What follows belongs to an exercise in optimizing a design on an open flow for small area, a short achievable clock period and few clock cycles per item; a production flow would make more cautious choices.
No functional check of the RTL was part of any run shown here.
Power figures rest on the tool's default switching activity, not on a simulated workload.

--- config.mk ---
export PLATFORM = sky130hd
export DESIGN_NAME = ams_frame_encoder
export DESIGN_NICKNAME = ams_frame_encoder
export VERILOG_FILES = /design/flow/design.v
export SDC_FILE = /design/flow/constraint.sdc
export NUM_CORES = 4
export LEC_CHECK = 0
export CAP_MARGIN = 20
export CORE_MARGIN = 2
export CORE_UTILIZATION = 40
export SETUP_SLACK_MARGIN = 5
export SLEW_MARGIN = 20
--- constraint.sdc ---
create_clock -name core_clock -period 10.0 [get_ports {clk}]
set_input_delay 2.0000 -clock core_clock [delete_from_list [all_inputs] [get_ports {clk}]]
set_output_delay 2.0000 -clock core_clock [all_outputs]
set_load 0.01 [all_outputs]
--- design.v ---
module ams_frame_encoder (
    input  wire        clk,
    input  wire        rst,
    input  wire        in_valid,
    output wire        in_ready,
    input  wire        in_clear,
    input  wire        in_stream,      
    input  wire [15:0] in_year,
    input  wire [7:0]  in_month,
    input  wire [7:0]  in_day,
    input  wire [7:0]  in_wday,
    input  wire [7:0]  in_hour,
    input  wire [7:0]  in_minute,
    input  wire [7:0]  in_second,
    input  wire [31:0] in_p,
    input  wire [31:0] in_po,
    input  wire [31:0] in_q,
    input  wire [31:0] in_qo,
    input  wire [31:0] in_i1,
    input  wire [31:0] in_i2,
    input  wire [31:0] in_i3,
    input  wire [15:0] in_u1,
    input  wire [15:0] in_u2,
    input  wire [15:0] in_u3,
    input  wire [31:0] in_tpi,
    input  wire [31:0] in_tpo,
    input  wire [31:0] in_tqi,
    input  wire [31:0] in_tqo,
    output wire        out_valid,
    input  wire        out_ready,
    output wire [7:0]  out_data,
    output wire        out_last
);
    reg        v0, v1;
    reg [15:0] l0_y;
    reg [7:0]  l0_mo, l0_d, l0_w, l0_h, l0_mi;
    reg [7:0]  l0_sr;
    reg [15:0] l1_y;
    reg [7:0]  l1_mo, l1_d, l1_w, l1_h;
    wire [7:0] l0_s  = l0_sr - (l0_sr % 8'd10);      
    wire [8:0] l0_s9 = {1'b0, l0_s} + 9'd9;
    wire e0_y  = in_year == l0_y;
    wire e1_y  = in_year == l1_y;
    wire e0_md = {in_month, in_day} == {l0_mo, l0_d};
    wire e1_md = {in_month, in_day} == {l1_mo, l1_d};
    wire e0_wh = {in_wday, in_hour} == {l0_w, l0_h};
    wire e1_wh = {in_wday, in_hour} == {l1_w, l1_h};
    wire e0_ms = v0 && (in_minute == l0_mi) && (in_second >= l0_s) && ({1'b0, in_second} <= l0_s9);
    wire [3:0] n_pt = in_stream ? {e1_y, e1_md, e1_wh, v1}
                                : {e0_y, e0_md, e0_wh, e0_ms};
    reg       in_rdy;
    reg       act;             
    reg       c_str, c_clr;
    reg [3:0] c_pt;
    reg       p_v;             
    reg       p_str, p_clr;
    reg [3:0] p_pt;
    wire c_dup = &c_pt;
    wire c_sgl = c_clr | c_dup;        
    wire c_sup = !c_clr & c_dup;       
    wire p_sgl = p_clr | (&p_pt);
    assign in_ready = in_rdy;
    wire accept = in_valid && in_rdy;
    reg  skid_v;
    wire push = act && !skid_v;
    reg  [8:0] pos;
    wire [4:0] blk  = pos[8:4];
    wire [3:0] off  = pos[3:0];
    wire       pre  = (pos < 9'd96);
    wire       tr   = c_str ? (blk == 5'd22) : (blk == 5'd16);
    wire       mid  = c_str && (blk == 5'd16 || blk == 5'd17);
    wire       ent  = !pre && !tr && !mid;
    wire       u16  = (blk == 5'd13) || (blk == 5'd14) || (blk == 5'd15);
    wire       rd   = ent && off[3] && (off[2:0] != 3'd0);      
    wire       jump = (pre && pos[6:0] == 7'd92)
                   || (ent && (u16 ? off == 4'd10 : off == 4'd12))
                   || (mid && pos[4:0] == 5'd21);
    wire       p_dt = pre && (pos[6:2] == 5'd5 || pos[6:2] == 5'd6) &&
                      !(c_str && pos[6:1] == 6'd13);             
    wire       m_dt = mid && (pos[4:0] >= 5'd10) && (pos[4:0] <= 5'd15);
    wire [2:0] dk   = mid ? (pos[2:0] - 3'd2) : {~pos[2], pos[1:0]};
    reg [7:0] pre_c, mid_c;
    always @* begin
        case (pos[6:0])
            7'd1: pre_c = c_str ? 8'h01 : 8'h00;
            7'd2: pre_c = c_str ? 8'h23 : 8'hD9;
            7'd3: pre_c = 8'h7E;
            7'd4: pre_c = c_str ? 8'hA1 : 8'hA0;
            7'd5: pre_c = c_str ? 8'h21 : 8'hD7;
            7'd6: pre_c = 8'h2B;
            7'd7: pre_c = 8'h21;
            7'd8: pre_c = 8'h13;
            7'd9: pre_c = c_str ? 8'h73 : 8'h86;
            7'd10: pre_c = c_str ? 8'h8F : 8'hB8;
            7'd11: pre_c = 8'hE6;
            7'd12: pre_c = 8'hE7;
            7'd14: pre_c = 8'h0F;
            7'd19: pre_c = 8'h0C;
            7'd27: pre_c = c_str ? 8'h37 : 8'h00;
            7'd28: pre_c = 8'hFF;
            7'd29: pre_c = 8'h80;
            7'd32: pre_c = 8'h02;
            7'd33: pre_c = c_str ? 8'h23 : 8'h19;
            7'd34: pre_c = 8'h0A;
            7'd35: pre_c = 8'h0A;
            7'd36: pre_c = 8'h54;
            7'd37: pre_c = 8'h45;
            7'd38: pre_c = 8'h53;
            7'd39: pre_c = 8'h54;
            7'd40: pre_c = 8'h5F;
            7'd41: pre_c = 8'h56;
            7'd42: pre_c = 8'h30;
            7'd43: pre_c = 8'h30;
            7'd44: pre_c = 8'h30;
            7'd45: pre_c = 8'h31;
            7'd46: pre_c = 8'h09;
            7'd47: pre_c = 8'h06;
            7'd48: pre_c = 8'h01;
            7'd49: pre_c = 8'h01;
            7'd52: pre_c = 8'h05;
            7'd53: pre_c = 8'hFF;
            7'd54: pre_c = 8'h0A;
            7'd55: pre_c = 8'h10;
            7'd56: pre_c = 8'h31;
            7'd57: pre_c = 8'h32;
            7'd58: pre_c = 8'h33;
            7'd59: pre_c = 8'h34;
            7'd60: pre_c = 8'h35;
            7'd61: pre_c = 8'h36;
            7'd62: pre_c = 8'h37;
            7'd63: pre_c = 8'h38;
            7'd64: pre_c = 8'h39;
            7'd65: pre_c = 8'h30;
            7'd66: pre_c = 8'h31;
            7'd67: pre_c = 8'h32;
            7'd68: pre_c = 8'h33;
            7'd69: pre_c = 8'h34;
            7'd70: pre_c = 8'h35;
            7'd71: pre_c = 8'h36;
            7'd72: pre_c = 8'h09;
            7'd73: pre_c = 8'h06;
            7'd74: pre_c = 8'h01;
            7'd75: pre_c = 8'h01;
            7'd76: pre_c = 8'h60;
            7'd77: pre_c = 8'h01;
            7'd78: pre_c = 8'h01;
            7'd79: pre_c = 8'hFF;
            7'd80: pre_c = 8'h0A;
            7'd81: pre_c = 8'h0B;
            7'd82: pre_c = 8'h54;
            7'd83: pre_c = 8'h45;
            7'd84: pre_c = 8'h53;
            7'd85: pre_c = 8'h54;
            7'd86: pre_c = 8'h4D;
            7'd87: pre_c = 8'h45;
            7'd88: pre_c = 8'h54;
            7'd89: pre_c = 8'h45;
            7'd90: pre_c = 8'h52;
            7'd91: pre_c = 8'h30;
            7'd92: pre_c = 8'h31;
            default: pre_c = 8'h00;
        endcase
    end
    always @* begin
        case (pos[4:0])
            5'd0: mid_c = 8'h09;
            5'd1: mid_c = 8'h06;
            5'd3: mid_c = 8'h01;
            5'd4: mid_c = 8'h01;
            5'd7: mid_c = 8'hFF;
            5'd8: mid_c = 8'h09;
            5'd9: mid_c = 8'h0C;
            5'd17: mid_c = 8'h37;
            5'd18: mid_c = 8'hFF;
            5'd19: mid_c = 8'h80;
            default: mid_c = 8'h00;
        endcase
    end
    reg [7:0] xc;
    always @* begin
        case (blk)
            5'd6, 5'd18:  xc = 8'h01;
            5'd7, 5'd19:  xc = 8'h02;
            5'd8, 5'd20:  xc = 8'h03;
            5'd9, 5'd21:  xc = 8'h04;
            5'd10: xc = 8'h1F;
            5'd11: xc = 8'h33;
            5'd12: xc = 8'h47;
            5'd13: xc = 8'h20;
            5'd14: xc = 8'h34;
            default: xc = 8'h48;
        endcase
    end
    reg [399:0] ch;
    reg [5:0]   didx;
    reg [7:0]   head;
    integer     hi;
    always @* begin
        head = 8'd0;
        for (hi = 0; hi < 50; hi = hi + 1)
            head = head | ({8{didx == hi}} & ch[399 - 8*hi -: 8]);
    end
    reg [7:0] ent_b;
    always @* begin
        case (off)
            4'd0: ent_b = 8'h09;
            4'd1: ent_b = 8'h06;
            4'd2, 4'd3: ent_b = 8'h01;
            4'd4: ent_b = xc;
            4'd5: ent_b = pos[8] ? 8'h08 : 8'h07;
            4'd6: ent_b = 8'h00;
            4'd7: ent_b = 8'hFF;
            4'd8: ent_b = u16 ? 8'h12 : 8'h06;
            4'd9, 4'd10, 4'd11, 4'd12: ent_b = head;
            default: ent_b = 8'h00;
        endcase
    end
    wire       is_dt = p_dt || m_dt;
    wire [7:0] dts;
    genvar gk;
    generate
        for (gk = 0; gk < 8; gk = gk + 1) begin : g_dts
            assign dts[gk] = is_dt && (dk == gk);
        end
    endgenerate
    wire [7:0] dtb = ({8{dts[0] & c_str}}  & l1_y[15:8]) | ({8{dts[0] & ~c_str}} & l0_y[15:8])
                   | ({8{dts[1] & c_str}}  & l1_y[7:0])  | ({8{dts[1] & ~c_str}} & l0_y[7:0])
                   | ({8{dts[2] & c_str}}  & l1_mo)      | ({8{dts[2] & ~c_str}} & l0_mo)
                   | ({8{dts[3] & c_str}}  & l1_d)       | ({8{dts[3] & ~c_str}} & l0_d)
                   | ({8{dts[4] & c_str}}  & l1_w)       | ({8{dts[4] & ~c_str}} & l0_w)
                   | ({8{dts[5] & c_str}}  & l1_h)       | ({8{dts[5] & ~c_str}} & l0_h)
                   | ({8{dts[6]}} & l0_mi)               | ({8{dts[7]}} & l0_s);
    reg [15:0] crc;
    wire [7:0] byte_o = ({8{pre}} & pre_c)
                      | ({8{mid}} & mid_c)
                      | ({8{ent}} & ent_b)
                      | dtb
                      | ({8{tr & ~off[1] & ~off[0]}} & ~crc[7:0])
                      | ({8{tr & ~off[1] &  off[0]}} & ~crc[15:8])
                      | ({8{tr & off[1]}} & 8'h7E)
                      | {7'd0, (pos == 9'd0) & c_sup};
    wire cur_last = c_sgl || (tr && off[1]);
    wire a_done   = push && cur_last;
    wire start_c  = accept && (!act || a_done);    
    function [15:0] crc16_byte;
        input [15:0] c_in;
        input [7:0]  d;
        integer k;
        reg [15:0] c;
        begin
            c = c_in ^ {8'h00, d};
            for (k = 0; k < 8; k = k + 1) begin
                if (c[0]) c = (c >> 1) ^ 16'h8408;
                else      c = c >> 1;
            end
            crc16_byte = c;
        end
    endfunction
    reg       out_v, out_l, skid_l;
    reg [7:0] out_d, skid_d;
    assign out_valid = out_v;
    assign out_data  = out_d;
    assign out_last  = out_l;
    always @(posedge clk) begin
        if (rst) begin
            out_v  <= 1'b0;
            skid_v <= 1'b0;
        end else if (!out_v || out_ready) begin
            if (skid_v) begin
                out_d  <= skid_d;
                out_l  <= skid_l;
                out_v  <= 1'b1;
                skid_v <= 1'b0;
            end else if (push) begin
                out_d <= byte_o;
                out_l <= cur_last;
                out_v <= 1'b1;
            end else begin
                out_v <= 1'b0;
            end
        end else if (push) begin
            skid_d <= byte_o;
            skid_l <= cur_last;
            skid_v <= 1'b1;
        end
    end
    always @(posedge clk) begin
        if (rst) begin
            act    <= 1'b0;
            p_v    <= 1'b0;
            in_rdy <= 1'b1;
            v0     <= 1'b0;
            v1     <= 1'b0;
        end else begin
            if (start_c) begin
                act   <= 1'b1;
                c_str <= in_stream;
                c_clr <= in_clear;
                c_pt  <= n_pt;
            end else if (a_done) begin
                act   <= p_v;
                c_str <= p_str;
                c_clr <= p_clr;
                c_pt  <= p_pt;
            end
            if (accept && !start_c) begin
                p_v   <= 1'b1;
                p_str <= in_stream;
                p_clr <= in_clear;
                p_pt  <= n_pt;
            end else if (a_done) begin
                p_v <= 1'b0;
            end
            in_rdy <= !accept && (a_done ? (!p_v || p_sgl)
                                         : (!p_v && (!act || c_sgl || tr)));
            if (accept) begin
                if (in_clear) begin
                    v0 <= 1'b0;
                    v1 <= 1'b0;
                end else if (in_stream)
                    v1 <= 1'b1;
                else
                    v0 <= 1'b1;
            end
        end
    end
    always @(posedge clk) begin
        if (!act || a_done)
            pos <= 9'd0;
        else if (push)
            pos <= jump ? {blk + 5'd1, 4'd0} : pos + 9'd1;
    end
    always @(posedge clk) begin
        if (accept && !in_clear) begin
            if (in_stream) begin
                l1_y <= in_year; l1_mo <= in_month; l1_d <= in_day;
                l1_w <= in_wday; l1_h <= in_hour;
            end else begin
                l0_y <= in_year; l0_mo <= in_month; l0_d <= in_day;
                l0_w <= in_wday; l0_h <= in_hour; l0_mi <= in_minute;
                l0_sr <= in_second;
            end
        end
    end
    always @(posedge clk) begin
        if (in_rdy)
            ch <= {in_p, in_po, in_q, in_qo, in_i1, in_i2, in_i3,
                   in_u1, in_u2, in_u3, in_tpi, in_tpo, in_tqi, in_tqo};
        if (!act || a_done)
            didx <= 6'd0;
        else if (push && rd)
            didx <= didx + 6'd1;
        if (!act || a_done)
            crc <= 16'hFFFF;
        else if (push && (pos[8:2] != 7'd0) && !tr)
            crc <= crc16_byte(crc, byte_o);
    end
endmodule
--- flow/run.sh ---
#!/bin/bash
set -euo pipefail
export BUFFER_PORTS_ARGS="-buffer_cell sky130_fd_sc_hd__buf_1"
bash standard.sh finish > standard_flow.log 2>&1
--- standard.sh ---
#!/bin/bash
# synth_recipe.tcl (not shown) runs the flow's synth.tcl, then flattens the netlist and writes it again
# the make line also repeats each setting of config.mk as NAME=value (left out here)
make -C /OpenROAD-flow-scripts/flow DESIGN_CONFIG=/design/flow/config.mk WORK_HOME=/design/flow/orfs CLKGATE_MAP_FILE= SYNTH_SCRIPT=/design/flow/synth_recipe.tcl "${@:-finish}"
==> run_results.csv, run 1 <==
group,metric,value,unit
route,drt-initial-drc-count,2755,
synth,synth_top_family_by_area,"simple AND/OR/NAND/NOR gates",
floorplan,fp.dieArea,74000,um2
sta,hold_viol,0,
critical_path,critical_path.max_stage_delay,0.53,ns
sta,fmax,187,MHz
place,dpl_cell_area,31600,um2
finish,design_area,34700,um2
floorplan,coreArea,71200,um2
synth,netlist_area,28700,um2
critical_path,crit_fanout,6,
sta,finalSetupTns,0,ns
critical_path,crit_type,"register to register",
place,portBuffers,480,
critical_path,worstSetupPathDepth,22,
synth,syn_area_per_cell,12.2,um2
sta,period_share,53.5,%
finish,final_net_count,3345,
place,gp_congestion,0.912,
critical_path,worstPathCellList,"xor2_2 -> nor2b_1 -> a311o_1 -> o22a_2 -> nor2_4 -> xor2_2 -> ha_1 -> mux2_4 -> ha_4 -> o21ai_2 -> a21oi_2 -> o2111a_1 -> or4_4 -> a21bo_2 -> o32ai_4 -> xnor2_1 -> ha_1 -> nand4_1 -> nor2_1 -> nor3_1 -> o31ai_1 -> mux2_2",
synth,synthDominantCellAreaShare,56.7,%
place,hpwlAfterDp,76.2,mm
synth,synthFlopType,"edfxtp_1",
route,firstDrtPassIters,5,
clock_network,clkLatencyLatePin,0.65,ns
critical_path,r2r_cells,22,
synth,yosys.cell_types.count,96,
worst_hold_path,hold_path_class,"register to register",
clock_network,root_buffer,"clkbuf_16",
sta,drv_slew,0,
sta,tightest_slew,1.02,ns
route,ant_nets,0,
critical_path,rr_startpoint,"l0_sr[3]",
finish,mostFrequentLayoutCell,"edfxtp_1",
synth,synth-async-reset-ratio,0,%
outcome,status,"complete, no violations",
pwr,powerDensity,176,nW/um2
clock_network,cts_made_buffers,69,
clock_network,cts_tree,"done",
critical_path,r2r-end,"c_pt[0]",
sta,timing.final.ws_setup,4.65,ns
clock_network,cts_max_level,3,
floorplan,num_rows,98,
synth,synth-edff-count,542,
critical_path,cp_slowest_cell,"edfxtp_1",
floorplan,fp.dieW,272,um
critical_path,cp-endpoint,"c_pt[0]",
floorplan,die_y,272,um
sta,min_period,5.35,ns
critical_path,end_kind,"register",
synth,syn_inst,2346,
grt,track_usage,28.0,%
synth,yosysTopAreaCell,"edfxtp_1",
pwr,ir_drop,0.188,mV
synth,muxShareOfSynthArea,4.17,%
critical_path,required,10.37,ns
route,finalWirelength,106,mm
place,dp_slack,4.11,ns
synth,synth-xor-area-share,3.28,%
grt,grt_pass1_wl,153,mm
floorplan,pin_count,481,
critical_path,cp-startpoint,"l0_sr[3]",
clock_network,holdBufCountCts,0,
synth,synthAdderAreaFrac,2.18,%
finish,layout_common_cells,"542 x edfxtp_1, 479 x buf_1, 274 x nand3_1, 103 x nor2_1",
finish,final_core_util,48.7,%
sta,rsz0062_at_grt,"true",
sta,relSlewSlack,31.5,%
clock_network,cts.sinks,594,
route,drc,0,
synth,synth.yosys.seq_area_share,60.3,%
critical_path,r2r_slack,4.65,ns
synth,yosysWarnings,1,
grt,grt_pass1_vias,23100,
critical_path,critPathTopFamily,"compound AO/OA/AOI/OAI gates",
grt,grt_max_degree,185,
critical_path,path_buf_inv,0,
finish,drive_gt1_share,11.4,%
grt,grt-ovfl-total,0,
route,viasPerCell,6.00,
synth,synth-compound-area-share,11.2,%
grt,antenna_found_initial,32,
route,via_count,23100,
floorplan,initial_core_util,40.3,%
synth,synth_area_leaders,"edfxtp_1 57%, nand3_1 4.8%, dfxtp_1 3.6%",
job,maxCapViolCount,0,
pwr,total_leakage_power,12.0,nW
sta,clock_skew,0.0423,ns
finish,syn_to_final_growth,20.7,%
synth,synth_simple_gate_area_share,15.8,%
clock_network,clockBufferDepth,3,
synth,synth_seq_cells,594,
clock_network,clk_pin_slew,0.06,ns
critical_path,worstPathArrival,5.72,ns
route,wl_per_cell,27.6,um
sta,finalSetupViolCount,0,
critical_path,cp-start-kind,"register",
[how the worst min path moves through the flow]
stage	cells past startpoint	startpoint	end
2_1_floorplan	2	crc[10]	crc[10]
3_3_place_gp	2	crc[10]	crc[10]
3_5_place_dp	1	crc[15]	crc[15]
4_1_cts	1	crc[15]	crc[15]
5_1_grt	2	crc[13]	crc[13]
6_report	2	v0	v0
[report_power, final]
part	total [mW]	switching, mW	internal (mW)
sequential	2.97	0.0586	2.91
combinational	0.416	0.265	0.151
clock	2.70	1.08	1.62
total	6.09	1.41	4.68
[area by class of cell]
type                       count  area [um2]
antenna                       22        55.1
clock buffer                  85        1840
clock inverter                41         641
fill                        6375       36600
inverter                      40         158
multi-input combinational   1548       10900
sequential                   594       17300
tap                          950        1190
timing repair buffer         572        2540
[Yosys cell counts, types with 14 or more instances]
cell type,count
a32oi_1,42
nor4_1,27
a211oi_1,21
and2_1,16
edfxtp_1,542
inv_1,36
dfxtp_1,52
buf_2,48
nor2_1,107
a22oi_1,21
nand2_1,99
o22ai_1,17
xor2_1,44
xnor2_1,41
nand3_1,275
nor3_1,36
buf_1,14
ha_1,50
and3_1,36
nor2b_1,27
mux2i_1,78
clkbuf_1,93
a21oi_1,80
nand4_1,97
o21ai_0,61
a22o_1,17
o211ai_1,20
mux2_2,35
a31oi_1,14
nand2b_1,32
[sequential cells by signal, indices dropped and copies added (netlist names), 7 cells and up]
register / flops
l0_mi: 8
l1_h: 8
crc: 16
l1_mo: 8
l1_d: 8
ch: 400
out_d: 8
mid_c: 7
l0_w: 8
l0_y: 16
pos: 9
l0_mo: 8
xc: 7
l1_y: 16
skid_d: 8
l0_h: 8
l0_sr: 8
l0_d: 8
l1_w: 8
[metal layers]
metal / part of all wire [%] / up-vias / routed length, um / GRT usage (%)
met2: 50 / 1335 / 53200 / 48.8
met1: 36 / 11300 / 38600 / 33.3
met3: 9.1 / 260 / 9640 / 6.13
met5: 0.15 / - / 156 / 0
met4: 4.6 / 22 / 4870 / 12.3
li1: - / 10200 / - / -
[worst register-to-register path, stage by stage (launching register included)]
cell      delay (ns)
edfxtp_1        0.53
xor2_2          0.23
nor2b_1         0.15
a311o_1         0.29
o22a_2          0.28
nor2_4          0.15
xor2_2          0.17
ha_1            0.25
mux2_4          0.28
ha_4            0.26
o21ai_2         0.15
a21oi_2         0.06
o2111a_1        0.27
or4_4           0.42
a21bo_2         0.22
o32ai_4         0.26
xnor2_1         0.17
ha_1            0.28
nand4_1         0.11
nor2_1          0.07
nor3_1          0.18
o31ai_1         0.10
mux2_2          0.26
[cells by family (layout without fill, tap and decap cells)]
family,Yosys count,after routing
mux,114,114
simple gates,844,844
xor+xnor,94,94
buf+inv,205,738
compound gates,444,444
other cells,1,24
fa+ha+maj,50,50
flops,594,594
[what timing repair did]
action | CTS | global route
buffers inserted | 25 | 11
setup endpoints to repair | 21 | 19
pin swaps | 12 | 7
resized for setup | 16 | 26
[through the flow]
stage / hold WS [ns] / power (mW) / std cells
finish: 0.511 / 6.09 / 3852
global route: 0.528 / 6.26 / 3848
CTS: 0.509 / 6.10 / 3817
detailed placement: 0.486 / 3.42 / 3666
global placement: 0.482 / 3.40 / 3666
floorplan: 0.458 / 3.23 / 2347
==> run 2, diff against run 1 <==
--- a/config.mk
+++ b/config.mk
@@ -8,5 +8,6 @@
 export CAP_MARGIN = 20
 export CORE_MARGIN = 2
-export CORE_UTILIZATION = 40
+export CORE_UTILIZATION = 60
+export CTS_BUF_LIST = sky130_fd_sc_hd__clkbuf_4 sky130_fd_sc_hd__clkbuf_8
 export SETUP_SLACK_MARGIN = 5
 export SLEW_MARGIN = 20
==> run_results.csv, run 2 <==
group,metric,value,unit
clock_network,holdBufCountCts,0,
synth,synthFlopType,"edfxtp_1",
worst_hold_path,hold_path_class,"register to register",
synth,synthDominantCellAreaShare,56.7,%
sta,fmax,186,MHz
floorplan,pin_count,481,
route,finalWirelength,103,mm
floorplan,fp.dieArea,49600,um2
outcome,status,"complete, no violations",
clock_network,cts_tree,"done",
synth,synth-async-reset-ratio,0,%
grt,grt_pass1_vias,23100,
clock_network,cts_max_level,3,
finish,mostFrequentLayoutCell,"edfxtp_1",
sta,relSlewSlack,23.7,%
sta,period_share,53.8,%
job,maxCapViolCount,0,
critical_path,required,10.44,ns
sta,tightest_slew,1.14,ns
clock_network,clk_pin_slew,0.06,ns
synth,syn_area_per_cell,12.2,um2
grt,grt_max_degree,184,
sta,finalSetupTns,0,ns
grt,track_usage,40.7,%
route,viasPerCell,6.68,
synth,yosysWarnings,1,
floorplan,num_rows,80,
finish,regArea,17300,um2
finish,syn_to_final_growth,17.4,%
synth,synth_seq_cells,594,
finish,n_fill_cell,3480,
clock_network,clockBufferDepth,3,
clock_network,root_buffer,"clkbuf_8",
critical_path,end_kind,"register",
place,hpwlAfterDp,72.8,mm
route,wl_per_cell,28.7,um
floorplan,fp.dieW,223,um
grt,grt-ovfl-total,0,
synth,synth-edff-count,542,
critical_path,cp-startpoint,"l0_sr[3]",
floorplan,coreArea,47500,um2
floorplan,initial_core_util,60.4,%
synth,synth.yosys.seq_area_share,60.3,%
finish,multi_input_area,10900,um2
pwr,powerDensity,166,nW/um2
clock_network,clkLatencyLatePin,0.73,ns
critical_path,rr_startpoint,"l0_sr[3]",
sta,hold_viol,0,
synth,yosys.cell_types.count,96,
place,gp_congestion,0.999,
floorplan,die_y,223,um
pwr,total_leakage_power,11.8,nW
finish,largest_reg_flops,400,
synth,syn_inst,2346,
critical_path,cp-start-kind,"register",
grt,antenna_found_initial,28,
clock_network,cts_made_buffers,94,
grt,grt_pass1_wl,148,mm
critical_path,crit_fanout,6,
route,ant_nets,0,
critical_path,crit_type,"register to register",
clock_network,cts.sinks,594,
sta,drv_slew,0,
finish,largest-register,"ch",
route,drt-initial-drc-count,3398,
finish,final_net_count,3369,
sta,min_period,5.38,ns
critical_path,worstPathArrival,5.82,ns
place,portBuffers,480,
route,via_count,23900,
route,firstDrtPassIters,8,
sta,finalSetupViolCount,0,
sta,rsz0062_at_grt,"true",
finish,layout_common_cells,"542 x edfxtp_1, 479 x buf_1, 274 x nand3_1, 105 x nor2_1",
route,drc,0,
critical_path,cp-endpoint,"c_pt[0]",
synth,synth_area_leaders,"edfxtp_1 57%, nand3_1 4.8%, dfxtp_1 3.6%",
critical_path,r2r_cells,22,
pwr,ir_drop,0.157,mV
synth,netlist_area,28700,um2
synth,yosysTopAreaCell,"edfxtp_1",
finish,drive_gt1_share,12.5,%
critical_path,r2r-end,"c_pt[0]",
synth,synth_commonest_cells,"542 x edfxtp_1, 275 x nand3_1, 107 x nor2_1",
critical_path,r2r_slack,4.62,ns
synth,synth.most_common_cell,"edfxtp_1",
sta,clock_skew,0.0385,ns
pwr,finalPower,5.60,mW
==> run 2: kinds of logic after synthesis <==
family                   synth area share [%]
buffers and inverters                    3.05
AND/OR/NAND/NOR                          15.8
other                                  0.0131
flip-flops                               60.3
AO/OA/AOI/OAI                            11.2
multiplexers                             4.17
adder cells (fa/ha/maj)                  2.18
XOR/XNOR                                 3.28
==> run 2: worst min path at each step <==
stage	cells after the start	startpoint	endpoint	slack (ns)
after floorplan	2	crc[10]	crc[10]	0.46
after global placement	2	crc[10]	crc[10]	0.48
after detailed placement	2	crc[10]	crc[10]	0.51
after CTS	2	crc[14]	crc[14]	0.52
after global routing	1	crc[15]	crc[15]	0.55
final	2	crc[14]	crc[14]	0.52
==> run 2: layer usage <==
layer  track usage [%]  wire length (um)  vias up
li1                  -                 -    10300
met5                 0                32        -
met1              51.0             35800    11500
met4              22.2              6210        4
met2              66.2             49600     1810
met3              8.98             11100      354
==> run 2: area by class of cell <==
| class | count | share of cell area (%) |
|---|---|---|
| flip-flops and latches | 594 | 51.4 |
| multi-input cells | 1548 | 32.3 |
| repair buffers | 571 | 7.43 |
| clock buffers | 122 | 4.48 |
| well taps | 615 | 2.28 |
| clock inverters | 56 | 1.45 |
| inverters | 40 | 0.445 |
| diodes | 29 | 0.215 |
==> run 2: where the power goes <==
| part | switching [mW] | internal (mW) |
|---|---|---|
| Combinational | 0.266 | 0.152 |
| Clock | 1.02 | 1.19 |
| Sequential | 0.0599 | 2.91 |
| Total | 1.35 | 4.25 |
==> run 2: worst max-delay path: stages (launching register included) <==
cell	delay [ns]
edfxtp_1	0.52
xor2_2	0.22
nor2b_1	0.15
a311o_1	0.29
o22a_2	0.30
nor2_4	0.15
xor2_2	0.16
ha_1	0.25
mux2_4	0.28
ha_4	0.25
o21ai_2	0.14
a21oi_2	0.06
o2111a_1	0.27
or4_4	0.42
a21bo_2	0.22
o32ai_4	0.27
xnor2_1	0.16
ha_1	0.27
nand4_1	0.08
nor2_1	0.06
nor3_2	0.24
o31ai_2	0.09
mux2_2	0.26
==> run 2: what timing repair did <==
action,4_1_cts,5_1_grt
setup endpoints to repair,19,17
gates resized for setup,13,19
setup buffers,31,9
pin swaps,13,9
==> run 2: stage by stage <==
| step | std cells | instance area (um2) | hold WS (ns) | utilization, % | setup slack, ns |
|---|---|---|---|---|---|
| CTS | 3537 | 33500 | 0.520 | 70.4 | 4.68 |
| finish | 3575 | 33700 | 0.519 | 70.9 | 4.62 |
| floorplan | 2347 | 28900 | 0.458 | - | 3.96 |
| detailed placement | 3328 | 31200 | 0.512 | 65.6 | 3.82 |
| global route | 3571 | 33700 | 0.549 | 70.9 | 4.46 |
| global placement | 3328 | 31200 | 0.483 | 65.6 | 4.17 |
==> run 3, diff against run 2 <==
--- a/design.v
+++ b/design.v
@@ -38,6 +38,10 @@
     reg [15:0] l1_y;
     reg [7:0]  l1_mo, l1_d, l1_w, l1_h;
-    wire [7:0] l0_s  = l0_sr - (l0_sr % 8'd10);      
-    wire [8:0] l0_s9 = {1'b0, l0_s} + 9'd9;
+    reg  [7:0] l0_s;
+    reg  [8:0] l0_s9;
+    always @(posedge clk) begin
+        l0_s  <= l0_sr - (l0_sr % 8'd10);
+        l0_s9 <= {1'b0, l0_sr - (l0_sr % 8'd10)} + 9'd9;
+    end
     wire e0_y  = in_year == l0_y;
     wire e1_y  = in_year == l1_y;
@@ -62,6 +66,5 @@
     assign in_ready = in_rdy;
     wire accept = in_valid && in_rdy;
-    reg  skid_v;
-    wire push = act && !skid_v;
+    wire push = act && (!out_v || out_ready);
     reg  [8:0] pos;
     wire [4:0] blk  = pos[8:4];
@@ -193,5 +196,4 @@
     end
     reg [399:0] ch;
-    reg [5:0]   didx;
     reg [7:0]   head;
     integer     hi;
@@ -199,5 +201,7 @@
         head = 8'd0;
         for (hi = 0; hi < 50; hi = hi + 1)
-            head = head | ({8{didx == hi}} & ch[399 - 8*hi -: 8]);
+            head = head | ({8{(blk == (hi < 28 ? 6 + hi / 4 : hi < 34 ? 13 + (hi - 28) / 2 : 18 + (hi - 34) / 4))
+                             && (off == (hi < 28 ? 9 + hi % 4 : hi < 34 ? 9 + (hi - 28) % 2 : 9 + (hi - 34) % 4))}}
+                           & ch[399 - 8*hi -: 8]);
     end
     reg [7:0] ent_b;
@@ -232,9 +236,12 @@
                    | ({8{dts[6]}} & l0_mi)               | ({8{dts[7]}} & l0_s);
     reg [15:0] crc;
+    reg        crc_pend;
+    wire [15:0] crc_upd;
+    wire [15:0] crc_f = crc_pend ? crc_upd : crc;
     wire [7:0] byte_o = ({8{pre}} & pre_c)
                       | ({8{mid}} & mid_c)
                       | ({8{ent}} & ent_b)
                       | dtb
-                      | ({8{tr & ~off[1] & ~off[0]}} & ~crc[7:0])
+                      | ({8{tr & ~off[1] & ~off[0]}} & ~crc_f[7:0])
                       | ({8{tr & ~off[1] &  off[0]}} & ~crc[15:8])
                       | ({8{tr & off[1]}} & 8'h7E)
@@ -257,30 +264,18 @@
         end
     endfunction
-    reg       out_v, out_l, skid_l;
-    reg [7:0] out_d, skid_d;
+    reg       out_v, out_l;
+    reg [7:0] out_d;
     assign out_valid = out_v;
     assign out_data  = out_d;
     assign out_last  = out_l;
+    assign crc_upd = crc16_byte(crc, out_d);
     always @(posedge clk) begin
-        if (rst) begin
-            out_v  <= 1'b0;
-            skid_v <= 1'b0;
-        end else if (!out_v || out_ready) begin
-            if (skid_v) begin
-                out_d  <= skid_d;
-                out_l  <= skid_l;
-                out_v  <= 1'b1;
-                skid_v <= 1'b0;
-            end else if (push) begin
-                out_d <= byte_o;
-                out_l <= cur_last;
-                out_v <= 1'b1;
-            end else begin
-                out_v <= 1'b0;
-            end
-        end else if (push) begin
-            skid_d <= byte_o;
-            skid_l <= cur_last;
-            skid_v <= 1'b1;
+        if (rst)
+            out_v <= 1'b0;
+        else if (!out_v || out_ready)
+            out_v <= act;
+        if (push) begin
+            out_d <= byte_o;
+            out_l <= cur_last;
         end
     end
@@ -347,12 +342,9 @@
             ch <= {in_p, in_po, in_q, in_qo, in_i1, in_i2, in_i3,
                    in_u1, in_u2, in_u3, in_tpi, in_tpo, in_tqi, in_tqo};
-        if (!act || a_done)
-            didx <= 6'd0;
-        else if (push && rd)
-            didx <= didx + 6'd1;
+        crc_pend <= push && (pos[8:2] != 7'd0) && !tr;
         if (!act || a_done)
             crc <= 16'hFFFF;
-        else if (push && (pos[8:2] != 7'd0) && !tr)
-            crc <= crc16_byte(crc, byte_o);
+        else if (crc_pend)
+            crc <= crc_upd;
     end
 endmodule
--- a/config.mk
+++ b/config.mk
@@ -8,6 +8,5 @@
 export CAP_MARGIN = 20
 export CORE_MARGIN = 2
-export CORE_UTILIZATION = 60
-export CTS_BUF_LIST = sky130_fd_sc_hd__clkbuf_4 sky130_fd_sc_hd__clkbuf_8
+export CORE_UTILIZATION = 40
 export SETUP_SLACK_MARGIN = 5
 export SLEW_MARGIN = 20
==> run_results.csv, run 3 <==
group,metric,value,unit
critical_path,cp-start-kind,"register",
floorplan,fp.dieW,262,um
clock_network,root_buffer,"clkbuf_16",
sta,finalSetupViolCount,0,
route,ant_nets,0,
floorplan,coreArea,66000,um2
synth,synth_commonest_cells,"532 x edfxtp_1, 97 x nand2_1, 92 x a22oi_1",
grt,use_met3,5.04,%
critical_path,worstPathArrival,5.10,ns
synth,yosys.cell_types.count,95,
synth,synth_seq_cells,591,
clock_network,clk_pin_slew,0.06,ns
pwr,ir_drop,0.161,mV
synth,synthFlopType,"edfxtp_1",
grt,grt_pass1_wl,136,mm
floorplan,num_rows,94,
pwr,powerDensity,179,nW/um2
critical_path,end_kind,"register",
grt,grt-busiest-layer,"met2",
sta,period_share,47.2,%
critical_path,crit_type,"register to register",
finish,final_core_util,48.0,%
floorplan,pin_count,481,
pwr,finalPower,5.67,mW
finish,design_area,31700,um2
clock_network,cts.sinks,591,
route,drc,0,
sta,drv_slew,0,
sta,clock_skew,0.0579,ns
outcome,status,"complete, no violations",
synth,synthDominantCellAreaShare,59.8,%
finish,syn_to_final_growth,18.6,%
critical_path,path_buf_inv,3,
job,maxCapViolCount,0,
floorplan,die_y,262,um
synth,yosysWarnings,1,
clock_network,cts_max_level,2,
place,gp_congestion,0.914,
synth,synth-async-reset-ratio,0,%
place,dp.cells,3258,
route,firstDrtPassIters,6,
floorplan,initial_core_util,40.5,%
grt,track_usage,26.6,%
critical_path,critical_path.max_stage_delay,0.63,ns
sta,min_period,4.72,ns
finish,layoutNonFillerInstCount,3389,
finish,mostFrequentLayoutCell,"edfxtp_1",
synth,synth.most_common_cell,"edfxtp_1",
grt,grt-ovfl-total,0,
synth,synth-edff-count,532,
finish,n_fill_cell,5928,
synth,syn_inst,1993,
clock_network,cts_made_buffers,61,
finish,layout_common_cells,"532 x edfxtp_1, 479 x buf_1, 97 x nand2_1, 92 x a22oi_1, 86 x nand3_1",
worst_hold_path,hold_path_class,"register to register",
pwr,total_leakage_power,10.5,nW
critical_path,crit_top_cell,"buf_4",
critical_path,crit_fanout,29,
critical_path,critPathTopFamily,"simple AND/OR/NAND/NOR gates",
route,drt-initial-drc-count,2371,
critical_path,cp_slowest_cell,"clkinv_1",
sta,tightest_slew,1.10,ns
sta,finalSetupTns,0,ns
synth,synth_area_leaders,"edfxtp_1 60%, dfxtp_1 4.4%, mux2i_1 2.8%",
finish,final_net_count,2973,
synth,synth.yosys.seq_area_share,64.2,%
floorplan,fp.dieArea,68900,um2
sta,fmax,212,MHz
finish,multi_input_area,9000,um2
sta,hold_viol,0,
finish,regArea,17200,um2
clock_network,clockBufferDepth,3,
synth,yosysTopAreaCell,"edfxtp_1",
finish,drive_gt1_share,8.85,%
clock_network,clkLatencyLatePin,0.65,ns
route,viasPerCell,5.97,
sta,relSlewSlack,26.4,%
route,via_count,20200,
grt,antenna_found_initial,19,
route,finalWirelength,94.0,mm
place,portBuffers,480,
sta,rsz0062_at_grt,"false",
clock_network,cts_tree,"done",
grt,grt_max_degree,92,
clock_network,cts_setup_buffers,0,
place,hpwlAfterDp,68.1,mm
finish,largest_reg_flops,400,
grt,use_met1,34.0,%
synth,netlist_area,26700,um2
finish,largest-register,"ch",
critical_path,required,10.39,ns
place,dpl_cell_area,29600,um2
route,wl_per_cell,27.7,um
synth,syn_area_per_cell,13.4,um2
grt,grtUsageMet2,45.6,%
critical_path,worstPathCellList,"buf_4 -> clkinv_1 -> ha_1 -> buf_4 -> nor2_1 -> o22ai_1 -> or4_1 -> nor4_1 -> a31oi_1 -> or4b_1",
grt,grt_pass1_vias,20500,
## run 3: final cells by class
| type | instances | area share [%] |
|---|---|---|
| well taps | 864 | 3.41 |
| clock buffers | 67 | 4.89 |
| inverters | 43 | 0.510 |
| multi-input cells | 1231 | 28.4 |
| flip-flops and latches | 591 | 54.2 |
| clock inverters | 48 | 1.60 |
| repair buffers | 529 | 6.86 |
| diodes | 16 | 0.126 |
## run 3: stage by stage
stage	hold WS [ns]	setup WS, ns
after floorplan	0.460	4.15
after global placement	0.481	5.26
after detailed placement	0.482	5.18
after CTS	0.499	5.36
after global routing	0.551	5.05
final	0.499	5.28
## run 3: where the power goes
part | internal [mW] | leakage [nW] | total, mW | switching [mW]
Combinational | 0.123 | 3.74 | 0.340 | 0.217
Clock | 1.33 | 1.00 | 2.35 | 1.01
Sequential | 2.91 | 5.77 | 2.98 | 0.0749
Total | 4.37 | 10.5 | 5.67 | 1.30
## run 3: cells by family (layout without fill, tap and decap cells)
kind of cell,after synthesis,in the layout,share of synthesized area (%)
buf+inv,172,687,2.77
xor+xnor,95,95,3.11
compound gates,532,532,14.7
mux,95,95,3.70
other cells,1,18,0.0140
flops,591,591,64.2
simple gates,460,460,9.30
fa+ha+maj,47,47,2.19
## run 3: worst min-delay path: stages (launching register included)
cell and delay [ns]:
dfxtp_1 0.32, o21ai_0 0.09, nand2_1 0.06
## run 3: path summary, 6_finish.rpt
kind                            cells after the start  startpoint  slack (ns)  endpoint
worst max-delay path                               10      pos[8]        5.28  out_d[4]
worst min-delay path                                2      crc[8]        0.50    crc[8]
worst max register to register                     10      pos[8]        5.28  out_d[4]
worst min register to register                      2      crc[8]        0.50    crc[8]
## run 3: what timing repair did
| action | CTS | global route |
|---|---|---|
| hold buffers | 0 | 0 |
| setup endpoints to repair | 0 | 1 |
| endpoints found under the hold margin | 0 | 0 |
| gates resized for setup | 0 | 2 |
## run 3: routing by layer
metal	share of wire (%)	wire [um]
met2	50	46700
met3	8.7	8140
met4	2.9	2720
met5	0.047	44
met1	39	36400
==> run 4, diff against run 3 <==
==> flow/run.sh (replaced) <==
#!/bin/bash
set -euo pipefail
export BUFFER_PORTS_ARGS="-buffer_cell sky130_fd_sc_hd__buf_1"
export SETUP_SLACK_MARGIN=7
bash standard.sh finish > standard_flow.log 2>&1
--- a/config.mk
+++ b/config.mk
@@ -9,4 +9,3 @@
 export CORE_MARGIN = 2
 export CORE_UTILIZATION = 40
-export SETUP_SLACK_MARGIN = 5
 export SLEW_MARGIN = 20
==> run_results.csv, run 4 <==
group,metric,value,unit
finish,mostFrequentLayoutCell,"edfxtp_1",
route,ant_nets,0,
critical_path,rr_startpoint,"l0_sr[5]",
finish,largest_reg_flops,400,
place,dpl_cell_area,29900,um2
sta,finalSetupTns,0,ns
clock_network,cts_max_level,3,
synth,synth_area_leaders,"edfxtp_1 60%, dfxtp_1 4.4%, mux2i_1 2.8%",
outcome,status,"complete, no violations",
sta,min_period,3.99,ns
grt,grt_pass1_vias,22100,
synth,yosysWarnings,1,
synth,synthFlopType,"edfxtp_1",
finish,layout_common_cells,"532 x edfxtp_1, 471 x buf_1, 221 x buf_4, 89 x nand2_1, 83 x a22oi_1",
clock_network,clockBufferDepth,3,
critical_path,end_kind,"register",
critical_path,worstPathCellList,"buf_6 -> xor2_4 -> mux2i_1 -> mux2i_1 -> a21oi_2 -> buf_6 -> a21oi_2 -> nor2_1 -> a21oi_2 -> ha_4 -> inv_4 -> a211oi_4 -> a311oi_2 -> a31o_2 -> ha_4 -> o21ai_2 -> a21oi_2 -> o21ai_1 -> nand2b_1 -> buf_6 -> xor2_4 -> nand3_4 -> xnor2_2",
sta,fmax,250,MHz
pwr,powerDensity,161,nW/um2
finish,drive_gt1_share,26.3,%
synth,syn_inst,1993,
floorplan,fp.dieArea,68900,um2
route,firstDrtPassIters,7,
finish,syn_to_final_growth,37.5,%
grt,antenna_found_initial,20,
clock_network,clkLatencyLatePin,0.64,ns
grt,track_usage,29.8,%
synth,synth-edff-count,532,
route,viasPerCell,6.03,
synth,synth.most_common_cell,"edfxtp_1",
route,wl_per_cell,29.2,um
floorplan,pin_count,481,
pwr,total_leakage_power,12.7,nW
sta,hold_ws,0.511,ns
place,gp_congestion,0.929,
critical_path,crit_top_cell,"a21oi_2",
route,finalWirelength,107,mm
floorplan,num_rows,94,
place,portBuffers,480,
clock_network,root_buffer,"clkbuf_16",
worst_hold_path,hold_path_class,"register to register",
clock_network,cts_made_buffers,66,
grt,grt_pass1_wl,151,mm
critical_path,r2r_cells,23,
clock_network,clk_pin_slew,0.06,ns
synth,syn_area_per_cell,13.4,um2
critical_path,critical_path.max_stage_delay,0.43,ns
sta,clock_skew,0.0522,ns
sta,rsz0062_at_grt,"true",
floorplan,coreArea,66000,um2
sta,drv_slew,0,
finish,design_area,36700,um2
critical_path,r2r-end,"l0_s9[6]",
synth,netlist_area,26700,um2
synth,synth_seq_cells,591,
critical_path,worstPathArrival,4.51,ns
critical_path,r2r_slack,6.01,ns
critical_path,crit_fanout,4,
sta,period_share,39.9,%
finish,largest-register,"ch",
sta,relSlewSlack,30.3,%
synth,yosysTopAreaCell,"edfxtp_1",
finish,final_net_count,3251,
worst_hold_path,hold_start,"crc[8]",
synth,synth_commonest_cells,"532 x edfxtp_1, 97 x nand2_1, 92 x a22oi_1",
job,maxCapViolCount,0,
clock_network,cts.sinks,591,
critical_path,cp-start-kind,"register",
synth,synth.yosys.seq_area_share,64.2,%
pwr,ir_drop,0.155,mV
critical_path,required,10.52,ns
worst_hold_path,whs_endpoint,"crc[8]",
clock_network,cts_tree,"done",
floorplan,initial_core_util,40.5,%
critical_path,cp_slowest_cell,"edfxtp_1",
route,drc,0,
sta,hold_viol,0,
worst_hold_path,min_path_cells,2,
critical_path,crit_type,"register to register",
floorplan,die_y,262,um
floorplan,fp.dieW,262,um
route,via_count,22100,
synth,synthDominantCellAreaShare,59.8,%
sta,tightest_slew,1.05,ns
synth,synth-async-reset-ratio,0,%
grt,grt_max_degree,193,
route,drt-initial-drc-count,2692,
sta,finalSetupViolCount,0,
place,hpwlAfterDp,67.9,mm
synth,yosys.cell_types.count,95,
grt,grt-ovfl-total,0,
## run 4: logic make-up after synthesis
| family | after synthesis | share of synthesized area, % |
|---|---|---|
| buffers and inverters | 172 | 2.77 |
| other | 1 | 0.0140 |
| and+or+nand+nor | 460 | 9.30 |
| xor gates and xnor gates | 95 | 3.11 |
| AOI/OAI and AO/OA | 532 | 14.7 |
| DFF | 591 | 64.2 |
| adders and majority gates | 47 | 2.19 |
| muxes | 95 | 3.70 |
## run 4: how the worst max path moves through the flow
stage	startpoint	end	slack, ns	depth (start not counted)
floorplan	in_rdy	l0_d[0]	4.15	2
global placement	pos[1]	out_d[2]	5.42	11
detailed placement	in_stream	c_pt[3]	5.41	8
CTS	l0_sr[5]	l0_s9[7]	6.14	24
global route	l0_sr[5]	l0_s9[7]	5.81	23
finish	l0_sr[5]	l0_s9[6]	6.01	23
## run 4: cell type report
cell class | instances | area [um2]
fill | 5383 | 29200
sequential | 591 | 17200
multi-input combinational | 1235 | 10900
timing repair buffer | 798 | 5180
clock buffer | 83 | 1750
tap | 864 | 1080
clock inverter | 38 | 413
inverter | 43 | 220
antenna | 13 | 32.5
## run 4: layer usage
layer | part of all wire (%) | track usage, %
met2 | 50 | 50.3
met5 | 0.079 | 0
met1 | 38 | 38.6
met3 | 9.1 | 5.57
met4 | 3.1 | 10.2
## run 4: per-stage QoR
step / worst slack, ns / util (%) / total power [mW] / cells
floorplan: 4.15 / - / 3.23 / 1994
global placement: 5.42 / 45.3 / 3.38 / 3251
detailed placement: 5.41 / 45.3 / 3.40 / 3251
CTS: 6.14 / 54.0 / 5.90 / 3584
global route: 5.81 / 55.7 / 6.08 / 3664
finish: 6.01 / 55.7 / 5.90 / 3665
## run 4: timing repair
| item | 4_1_cts | 5_1_grt |
|---|---|---|
| gates cloned | 15 | 3 |
| hold buffers | 0 | 0 |
| pin swaps | 121 | 105 |
| gates resized for setup | 327 | 113 |
| setup endpoints to repair | 187 | 116 |
| setup buffers | 197 | 65 |
## run 4: where the power goes
part	internal [mW]	switching, mW
logic	0.208	0.286
clock network	1.37	1.06
registers	2.91	0.0722
total	4.48	1.42
## run 4: critical path: cells and delay by family, from the launching register on
kind	cells	cell delay [ns]
buffers and inverters	4	0.49
multiplexers	2	0.37
AO/OA/AOI/OAI	9	1.28
AND/OR/NAND/NOR	3	0.29
adder cells (fa/ha/maj)	2	0.49
XOR/XNOR	3	0.52
flip-flops	1	0.43

[static timing again, ports no longer ideal]
Ports are ideal in the flow. The routed layouts listed here were re-timed in OpenROAD.
Step 1, drivers: a clkbuf_16 drives clk and a buf_2 each remaining input, both assumed.
Step 2 adds t to the input delays and takes it off the output delays; t is the mean of the earliest and latest rising clock arrival at the registers after step 1. Input paths then give back, and output paths get back, about the clock's delay inside the block.
Three values: no drivers, after step 1, after step 2; two values: the first two.
run | t, ns | setup slack, ns | slew at the worst register clock pin (ns) | pins driven straight from the clock port
run 1 | 0.699 | 4.647 / 4.647 / 4.647 | 0.07 / 0.07 | 1
run 2 | 0.771 | 4.624 / 4.624 / 4.624 | 0.08 / 0.08 | 1
run 3 | 0.697 | 5.283 / 5.283 / 5.041 | 0.07 / 0.07 | 1
run 4 | 0.682 | 6.007 / 6.007 / 5.759 | 0.06 / 0.06 | 1
After both steps setup and hold are still met in every run listed. For run 4, which loses most, drivers alone change the setup slack by 0.000 ns; drivers and shift together by -0.248 ns.
